From an optimization exercise on the open Yosys and OpenROAD flow, aimed at small area, a short achievable clock period and few clock cycles per item; shortcuts taken in it are not production practice.
The RTL was checked by simulation tests, not by an equivalence proof against the original design.

==> quartz <==
## csc_elem
module csc_elem (
    input  wire        clk,
    input  wire        rst,         
    input  wire        in_valid,
    output wire        in_ready,
    input  wire [2:0]  in_op,       
    input  wire [31:0] in_max,      
    input  wire [31:0] in_half,     
    input  wire [31:0] in_kscale,   
    input  wire [31:0] in_x0,
    input  wire [31:0] in_x1,
    input  wire [31:0] in_x2,
    input  wire [31:0] in_x3,
    output wire        out_valid,
    input  wire        out_ready,
    output wire [31:0] out_y0,
    output wire [31:0] out_y1,
    output wire [31:0] out_y2
);
export LEC_CHECK = 0
export CAP_MARGIN = 20
export CORE_MARGIN = 2
export CORE_UTILIZATION = 45
export PLACE_DENSITY = 0.6
export SLEW_MARGIN = 20
create_clock -name core_clock -period 28.0 [get_ports {clk}]
run.sh (not shown) runs the stock make flow with config.mk's settings and CLKGATE_MAP_FILE= SYNTH_SCRIPT=/design/flow/synth_recipe.tcl, a recipe that flattens the netlist after the stock synthesis.
==> raven (differences from quartz) <==
--- a/flow/design.v
+++ b/flow/design.v
@@ -136,15 +136,15 @@
             m1_r <= m1;
             m2_r <= m2;
         end
 endmodule
 module csc_fp_mul_s1 (
     input  wire [31:0] a,
     input  wire [31:0] b,
-    output wire [66:0] m1
+    output wire [70:0] m1
 );
     wire        s  = a[31] ^ b[31];
     wire [7:0]  ea = a[30:23];
     wire [7:0]  eb = b[30:23];
     wire        a_nan  = (ea == 8'hFF) && (a[22:0] != 0);
     wire        b_nan  = (eb == 8'hFF) && (b[22:0] != 0);
     wire        a_inf  = (ea == 8'hFF) && (a[22:0] == 0);
@@ -154,26 +154,25 @@
     wire [1:0]  spec = (a_nan || b_nan || (a_inf && b_zero) || (b_inf && a_zero)) ? 2'd1 :
                        (a_inf || b_inf) ? 2'd2 : (a_zero || b_zero) ? 2'd3 : 2'd0;
     wire [23:0] na, nb;
     wire [4:0]  lza, lzb;
     csc_fp_norm24 u_na (.m({ea != 0, a[22:0]}), .n(na), .lz(lza));
     csc_fp_norm24 u_nb (.m({eb != 0, b[22:0]}), .n(nb), .lz(lzb));
     wire [9:0]  exs = {2'b00, (ea == 0) ? 8'd1 : ea} + {2'b00, (eb == 0) ? 8'd1 : eb} - 10'd127;
-    wire [5:0]  lzs = {1'b0, lza} + {1'b0, lzb};
-    assign m1 = {spec, s, exs, lzs, na, nb};
+    assign m1 = {spec, s, exs, lza, lzb, na, nb};
 endmodule
 module csc_fp_mul_s2 (
-    input  wire [66:0] m1,
+    input  wire [70:0] m1,
     output wire [84:0] m2
 );
-    wire [9:0]  ex = m1[63:54] - {4'd0, m1[53:48]};
+    wire [9:0]  ex = m1[67:58] - {5'd0, m1[57:53]} - {5'd0, m1[52:48]};
     wire [35:0] ph, pl;
     csc_mul2412 u_ph (.a(m1[47:24]), .b(m1[23:12]), .p(ph));
     csc_mul2412 u_pl (.a(m1[47:24]), .b(m1[11:0]),  .p(pl));
-    assign m2 = {m1[66:64], ex, ph, pl};
+    assign m2 = {m1[70:68], ex, ph, pl};
 endmodule
 module csc_fp_mul_s3 (
     input  wire [84:0] m2,
     output wire [43:0] m3
 );
     wire [2:0]  hi   = m2[84:82];       
     wire [9:0]  ex0  = m2[81:72];
@@ -225,33 +224,33 @@
     end
 endmodule
 module csc_fp_mul (
     input  wire [31:0] a,
     input  wire [31:0] b,
     output wire [31:0] y
 );
-    wire [66:0] m1;
+    wire [70:0] m1;
     wire [84:0] m2;
     wire [43:0] m3;
     csc_fp_mul_s1 u1 (.a(a), .b(b), .m1(m1));
     csc_fp_mul_s2 u2 (.m1(m1), .m2(m2));
     csc_fp_mul_s3 u3 (.m2(m2), .m3(m3));
     csc_fp_mul_s4 u4 (.m3(m3), .y(y));
 endmodule
 module csc_fp_mul4 (
     input  wire        clk,
     input  wire        en,
     input  wire [31:0] a,
     input  wire [31:0] b,
     output wire [31:0] y
 );
-    wire [66:0] m1;
+    wire [70:0] m1;
     wire [84:0] m2;
     wire [43:0] m3;
-    reg  [66:0] m1_r;
+    reg  [70:0] m1_r;
     reg  [84:0] m2_r;
     reg  [43:0] m3_r;
     csc_fp_mul_s1 u1 (.a(a), .b(b), .m1(m1));
     csc_fp_mul_s2 u2 (.m1(m1_r), .m2(m2));
     csc_fp_mul_s3 u3 (.m2(m2_r), .m3(m3));
     csc_fp_mul_s4 u4 (.m3(m3_r), .y(y));
     always @(posedge clk)
@@ -807,15 +806,20 @@
     reg        started;
     reg [2:0]  s5_ctr, cur_s5;
     reg [1:0]  s4_ctr, s3_ctr, cur_s4, cur_s3;
     wire [1:0] in_kind = (in_op == 3'd3) ? K_YCC : (in_op == 3'd4) ? K_RGB :
                          (in_op == 3'd1 || in_op == 3'd2) ? K_CMY : K_RGB;
     wire       issue   = in_valid && (ph == 2'd0 || started);
     wire [6:0] is_slot = (ph == 2'd0) ? {s5_ctr, s4_ctr, s3_ctr} : {cur_s5, cur_s4, cur_s3};
-    assign in_ready = started && (ph == 2'd2) && !stall;
+    reg        in_ready_r;
+    assign in_ready = in_ready_r;
+    wire [1:0] ph_n      = adv ? ((ph == 2'd2) ? 2'd0 : ph + 2'd1) : ph;
+    wire       started_n = !adv ? started : (ph == 2'd0 && in_valid) ? 1'b1 :
+                           (ph == 2'd2) ? 1'b0 : started;
+    wire       stall_n;
     reg [31:0] ctx_m  [0:1];    
     reg [31:0] ctx_a  [0:4];    
     reg [31:0] ctx_k  [0:2];    
     reg [31:0] ctx_ks [0:2];    
     reg [31:0] ctx_kp [0:3];    
     reg [TW-1:0] tk0;
     reg [31:0]   p0_a, p0_b;
@@ -837,33 +841,35 @@
             2'd1:    begin sel_a = in_max; sel_b = in_x1; end
             default: begin sel_a = in_max; sel_b = in_x2; end
             endcase
         endcase
     end
     always @(posedge clk) begin
         if (rst) begin
+            in_ready_r <= 1'b0;
             ph       <= 2'd0;
             started  <= 1'b0;
             s5_ctr   <= 3'd0;
             s4_ctr   <= 2'd0;
             s3_ctr   <= 2'd0;
             tk0      <= T0;
-        end else if (adv) begin
-            ph  <= (ph == 2'd2) ? 2'd0 : ph + 2'd1;
+        end else begin
+            in_ready_r <= started_n && ph_n == 2'd2 && !stall_n;
+        end
+        if (!rst && adv) begin
+            ph  <= ph_n;
+            started <= started_n;
             tk0 <= {issue, in_kind, ph, is_slot};
             if (ph == 2'd0 && in_valid) begin
-                started  <= 1'b1;
                 cur_s5   <= s5_ctr;
                 cur_s4   <= s4_ctr;
                 s5_ctr   <= (s5_ctr == 3'd4) ? 3'd0 : s5_ctr + 3'd1;
                 cur_s3   <= s3_ctr;
                 s4_ctr   <= s4_ctr + 2'd1;
                 s3_ctr   <= (s3_ctr == 2'd2) ? 2'd0 : s3_ctr + 2'd1;
-            end else if (ph == 2'd2) begin
-                started  <= 1'b0;
             end
         end
         if (!rst && adv) begin
             p0_a   <= sel_a;
             p0_b   <= sel_b;
             p0_sub <= sel_sub;
             if (ph == 2'd0 && in_valid) begin
@@ -895,20 +901,23 @@
         else if (adv) begin tk2a <= tk1; tk2b <= tk2a; tk2 <= tk2b; end
         if (adv) p2_r <= p2_y;
     end
     reg [31:0] g0, g1, x0, x1, x2, kx, ksx;
     reg [TW-1:0] tkx;           
     reg [1:0]  l2_cnt;          
     reg        l2_v;
+    reg        l2_kp;           
     wire       x_load = tk2[11] && tk2[8:7] == 2'd2;
     always @(posedge clk) begin
         if (rst) begin
             l2_cnt <= 2'd0;
             l2_v   <= 1'b0;
+            l2_kp  <= 1'b0;
         end else if (adv) begin
+            l2_kp <= x_load && tk2[10:9] == K_YCC;
             if (x_load)              begin l2_cnt <= 2'd0; l2_v <= 1'b1; end
             else if (l2_cnt == 2'd2) begin l2_cnt <= 2'd0; l2_v <= 1'b0; end
             else if (l2_v)           l2_cnt <= l2_cnt + 2'd1;
         end
         if (adv) begin
             if (tk2[8:7] == 2'd0) g0 <= p2_r;
             if (tk2[8:7] == 2'd1) g1 <= p2_r;
@@ -918,57 +927,57 @@
             end
         end
     end
     wire [1:0]  lk = tkx[10:9];
     wire [6:0]  ls = tkx[6:0];
     wire [1:0]  lc = l2_cnt;
     wire [TW-1:0] tkl2 = {l2_v, lk, lc, ls};
-    reg [31:0] ma_a, ma_b, mb_a, mb_b, mc_a, mc_b;
+    reg [31:0] ma_a, ma_b, mb_a, mb_b;
     always @* begin
-        ma_a = x0; ma_b = F_ONE; mb_a = x1; mb_b = F_ONE; mc_a = x2; mc_b = F_ONE;
+        ma_a = x0; ma_b = F_ONE; mb_a = x1; mb_b = F_ONE;
         case (lk)
         K_RGB:
             case (lc)
-            2'd0:    begin ma_b = C_0299;    mb_b = C_0587;    mc_b = C_0114;    end
-            2'd1:    begin ma_b = C_0168736; mb_b = C_0331264; mc_b = C_05;      end
-            default: begin ma_b = C_05;      mb_b = C_0418688; mc_b = C_0081312; end
+            2'd0:    begin ma_b = C_0299;    mb_b = C_0587;    end
+            2'd1:    begin ma_b = C_0168736; mb_b = C_0331264; end
+            default: begin ma_b = C_05;      mb_b = C_0418688; end
             endcase
         K_YCC:
             case (lc)
-            2'd0:    begin ma_a = x1; ma_b = C_1402; mb_a = kx; mb_b = ksx; end
+            2'd0:    begin ma_a = x1; ma_b = C_1402; end
             2'd1:    begin ma_a = x0; ma_b = C_0344136; mb_a = x1; mb_b = C_0714136; end
             default: begin ma_a = x0; ma_b = C_1772; end
             endcase
         default:    
             case (lc)
             2'd0:    ma_a = x0;
             2'd1:    ma_a = x1;
             default: ma_a = x2;
             endcase
         endcase
     end
-    wire [31:0] ma_y, mb_y, mc_y;
+    wire [31:0] mb_a2 = l2_kp ? kx  : mb_a;
+    wire [31:0] mb_b2 = l2_kp ? ksx : mb_b;
+    wire [31:0] ma_y, mb_y;
     csc_fp_mul4 u_ma (.clk(clk), .en(adv), .a(ma_a), .b(ma_b), .y(ma_y));
-    csc_fp_mul4 u_mb (.clk(clk), .en(adv), .a(mb_a), .b(mb_b), .y(mb_y));
-    csc_fp_mul4 u_mc (.clk(clk), .en(adv), .a(mc_a), .b(mc_b), .y(mc_y));
+    csc_fp_mul4 u_mb (.clk(clk), .en(adv), .a(mb_a2), .b(mb_b2), .y(mb_y));
     reg [TW-1:0] tk3a, tk3b, tk3c, tk3;
-    reg [31:0]   pa, pb, pc;
+    reg [31:0]   pa, pb;
     always @(posedge clk) begin
         if (rst) begin tk3a <= T0; tk3b <= T0; tk3c <= T0; tk3 <= T0; end
         else if (adv) begin tk3a <= tkl2; tk3b <= tk3a; tk3c <= tk3b; tk3 <= tk3c; end
-        if (adv) begin pa <= ma_y; pb <= mb_y; pc <= mc_y; end
+        if (adv) begin pa <= ma_y; pb <= mb_y; end
     end
     wire [1:0]  k3 = tk3[10:9];
     wire [1:0]  c3 = tk3[8:7];
     always @(posedge clk)
         if (adv && tk3[11] && k3 == K_YCC && c3 == 2'd0) ctx_kp[tk3[3:2]] <= pb;
-    reg [31:0] a3_r;
-    wire [31:0] a3 = (c3 == 2'd0) ? ctx_a[tk3[6:4]] : a3_r;
+    reg [31:0] a3;
     always @(posedge clk)
-        if (adv && c3 == 2'd0) a3_r <= ctx_a[tk3[6:4]];
+        if (adv && tk3c[8:7] == 2'd0) a3 <= ctx_a[tk3c[6:4]];
     reg [31:0] l3_a, l3_b;
     reg        l3_sub;
     always @* begin
         l3_a = a3; l3_b = pa; l3_sub = 1'b0;
         case (k3)
         K_RGB:   begin
                      if (c3 == 2'd0) l3_a = pb;
@@ -977,78 +986,87 @@
         K_YCC:   l3_sub = (c3 == 2'd1);
         default: begin l3_a = pa; l3_b = F_NZERO; end
         endcase
     end
     wire [31:0] l3_y;
     csc_fp_add3 u_l3 (.clk(clk), .en(adv), .a(l3_a), .b(l3_b), .sub(l3_sub), .y(l3_y));
     reg [TW-1:0] tk4a, tk4b, tk4;
-    reg [31:0]   s4, pb4a, pc4a, pb4b, pc4b, pb4, pc4;
+    reg [31:0]   s4, pb4a, pb4b, pb4;
     always @(posedge clk) begin
         if (rst) begin tk4a <= T0; tk4b <= T0; tk4 <= T0; end
         else if (adv) begin tk4a <= tk3; tk4b <= tk4a; tk4 <= tk4b; end
         if (adv) begin
             s4 <= l3_y;
             pb4a <= pb; pb4b <= pb4a; pb4 <= pb4b;
-            pc4a <= pc; pc4b <= pc4a; pc4 <= pc4b;
         end
     end
+    reg [31:0] xc1, xc2, xc3;
+    always @(posedge clk)
+        if (adv) begin
+            if (tkl2[11] && tkl2[8:7] == 2'd2) xc1 <= x2;
+            if (tk3c[11] && tk3c[8:7] == 2'd2) xc2 <= xc1;
+            if (tk3[11]  && tk3[8:7]  == 2'd2) xc3 <= xc2;
+        end
+    reg [31:0] mc_b;
+    always @*
+        if (tk4[10:9] == K_RGB)
+            mc_b = (tk4[8:7] == 2'd0) ? C_0114 : (tk4[8:7] == 2'd1) ? C_05 : C_0081312;
+        else
+            mc_b = F_ONE;
+    wire [31:0] mc_y;
+    csc_fp_mul4 u_mc (.clk(clk), .en(adv), .a(xc3), .b(mc_b), .y(mc_y));
     wire [1:0]  k4 = tk4[10:9];
     wire [1:0]  c4 = tk4[8:7];
     reg [31:0] l4_b;
     reg        l4_sub;
     always @* begin
         l4_b = F_NZERO; l4_sub = 1'b0;
-        if (k4 == K_RGB) begin
-            l4_b = (c4 == 2'd0) ? pc4 : pb4;
-            l4_sub = (c4 != 2'd0);
-        end else if (k4 == K_YCC && c4 == 2'd1) begin
+        if ((k4 == K_RGB && c4 != 2'd0) || (k4 == K_YCC && c4 == 2'd1)) begin
             l4_b = pb4; l4_sub = 1'b1;
         end
     end
     wire [31:0] l4_y;
     csc_fp_add3 u_l4 (.clk(clk), .en(adv), .a(s4), .b(l4_b), .sub(l4_sub), .y(l4_y));
     reg [TW-1:0] tk5a, tk5b, tk5, tkr;
-    reg [31:0]   s5, pc5a, pc5b, pc5, pcr, sr;
+    reg [31:0]   s5, pcr, sr;
     wire [31:0] rnd_y;
     csc_fp_round u_rnd (.x(s5), .y(rnd_y));
     always @(posedge clk) begin
         if (rst) begin tk5a <= T0; tk5b <= T0; tk5 <= T0; tkr <= T0; end
         else if (adv) begin tk5a <= tk4; tk5b <= tk5a; tk5 <= tk5b; tkr <= tk5; end
         if (adv) begin
             s5 <= l4_y;
-            pc5a <= pc4; pc5b <= pc5a; pc5 <= pc5b; pcr <= pc5;
+            pcr <= mc_y;
             sr <= (tk5[10:9] == K_YCC) ? rnd_y : s5;
         end
     end
     wire [1:0]  k5 = tkr[10:9];
     wire [1:0]  c5 = tkr[8:7];
     reg [31:0] l5_a, l5_b;
     reg        l5_sub;
     always @* begin
         l5_a = sr; l5_b = F_NZERO; l5_sub = 1'b0;
         if (k5 == K_YCC) begin
             l5_a = pcr; l5_b = sr; l5_sub = 1'b1;
-        end else if (k5 == K_RGB && c5 != 2'd0) begin
+        end else if (k5 == K_RGB) begin
             l5_b = pcr; l5_sub = (c5 == 2'd2);
         end
     end
     wire [31:0] l5_y;
     csc_fp_add3 u_l5 (.clk(clk), .en(adv), .a(l5_a), .b(l5_b), .sub(l5_sub), .y(l5_y));
     reg [TW-1:0] tk6a, tk6b, tk6;
     reg [31:0]   d6;
     always @(posedge clk) begin
         if (rst) begin tk6a <= T0; tk6b <= T0; tk6 <= T0; end
         else if (adv) begin tk6a <= tkr; tk6b <= tk6a; tk6 <= tk6b; end
         if (adv) d6 <= l5_y;
     end
-    reg [31:0] kp6_r;
-    wire [31:0] kp6 = (tk6[8:7] == 2'd0) ? ctx_kp[tk6[3:2]] : kp6_r;
+    reg [31:0] l6_b;
     always @(posedge clk)
-        if (adv && tk6[8:7] == 2'd0) kp6_r <= ctx_kp[tk6[3:2]];
-    wire [31:0] l6_b = (tk6[10:9] == K_YCC) ? kp6 : F_ONE;
+        if (adv && tk6b[8:7] == 2'd0) l6_b <= (tk6b[10:9] == K_YCC) ? ctx_kp[tk6b[3:2]] : F_ONE;
     wire [31:0] l6_y;
     csc_fp_mul4 u_l6 (.clk(clk), .en(adv), .a(d6), .b(l6_b), .y(l6_y));
     reg [TW-1:0] tk7a, tk7b, tk7c, tk7;
     reg [31:0]   y7;
     always @(posedge clk) begin
         if (rst) begin tk7a <= T0; tk7b <= T0; tk7c <= T0; tk7 <= T0; end
         else if (adv) begin tk7a <= tk6; tk7b <= tk7a; tk7c <= tk7b; tk7 <= tk7c; end
@@ -1056,21 +1074,22 @@
     end
     reg [31:0] ya0, ya1, o0, o1, o2;
     reg        ov;
     wire       done    = tk7[11] && tk7[8:7] == 2'd2;
     wire       load    = adv && done;
     wire       ov_next = load || (ov && !out_ready);
     wire [TW-1:0] tk7_next = adv ? tk7c : tk7;
+    assign stall_n = ov_next && tk7_next[11] && tk7_next[8:7] == 2'd2;
     always @(posedge clk) begin
         if (rst) begin
             ov    <= 1'b0;
             stall <= 1'b0;
         end else begin
             ov    <= ov_next;
-            stall <= ov_next && tk7_next[11] && tk7_next[8:7] == 2'd2;
+            stall <= stall_n;
         end
         if (adv) begin
             if (tk7[11] && tk7[8:7] == 2'd0) ya0 <= y7;
             if (tk7[11] && tk7[8:7] == 2'd1) ya1 <= y7;
             if (done) begin o0 <= ya0; o1 <= ya1; o2 <= y7; end
         end
     end
==> run notes <==
The largest fanout on the critical path is 32. The final-stage net count is 28100. The launch instance of the worst min-delay path is pb4b[26]$_DFFE_PN_. The post-place setup slack came out at 19.24 ns.

The worst hold path terminates at pb4[26]$_DFFE_PN_. The clock insertion delay at the later pin of the skew report came out at 1.00 ns. Of the cells placed in the final design, the portion with a size suffix greater than 1 is 0.06178. The flow ran to the end and the layout has no timing, DRC or antenna violations. The portion of synthesized cell area occupied by the leading cell type is 0.3669. The startpoint identified for the worst register-to-register timing path is l2_cnt[0]$_SDFFE_PP0P_.
-- figures above: quartz

==> run notes <==
The main combinational cell family by area after synthesis is adder cells. The number of pins with negative max-slew slack in the final report came out at 0. The startpoint identified for the worst register-to-register timing path is u_l4.m2_r[23]$_DFFE_PN_. The final-stage net count is 27780. For hold timing, the worst endpoint is u_p2.m2_r[65]$_DFFE_PN_.

The launch instance of the worst min-delay path is u_p2.m1_r[63]$_DFFE_PN_. The largest fanout on the critical path is 22. The flow ran to the end and the layout has no timing, DRC or antenna violations.

The ratio of cells with drive above 1 in the final layout is 0.06527. The portion of synthesized cell area occupied by the leading cell type came out at 0.3590.
-- figures above: raven

Testbench counts of quartz, summed over its fixed seeds: cycles 7,448, items 2,400.
Testbench counts of raven, summed over its fixed seeds: cycles 7,448, items 2,400.

==> re-timing with driven ports <==
Ports are ideal in the flow. The routed layouts listed here were re-timed in OpenROAD.
Step 1, drivers: a clkbuf_16 drives clk and a buf_2 each remaining input, both assumed.
Step 2 times the ports against the registers' clock, not the clock port: input delays grow and output delays shrink by t, the midpoint of the rising clock arrivals with the driver on.
a / b / c = ideal / step 1 / step 2; a / b = the first two.
run	t (ns)	setup WS [ns]	clock arrival spread, ns	slew at the worst register clock pin (ns)
quartz	1.126	19.691 / 19.557 / 19.136	0.115 / 0.116	0.08 / 0.08
raven	1.107	19.689 / 19.689 / 19.689	0.112 / 0.112	0.07 / 0.07
After both steps setup and hold are still met in every run listed. The setup slack of quartz, which loses most, moves by -0.134 ns with the drivers and by -0.555 ns with both steps.
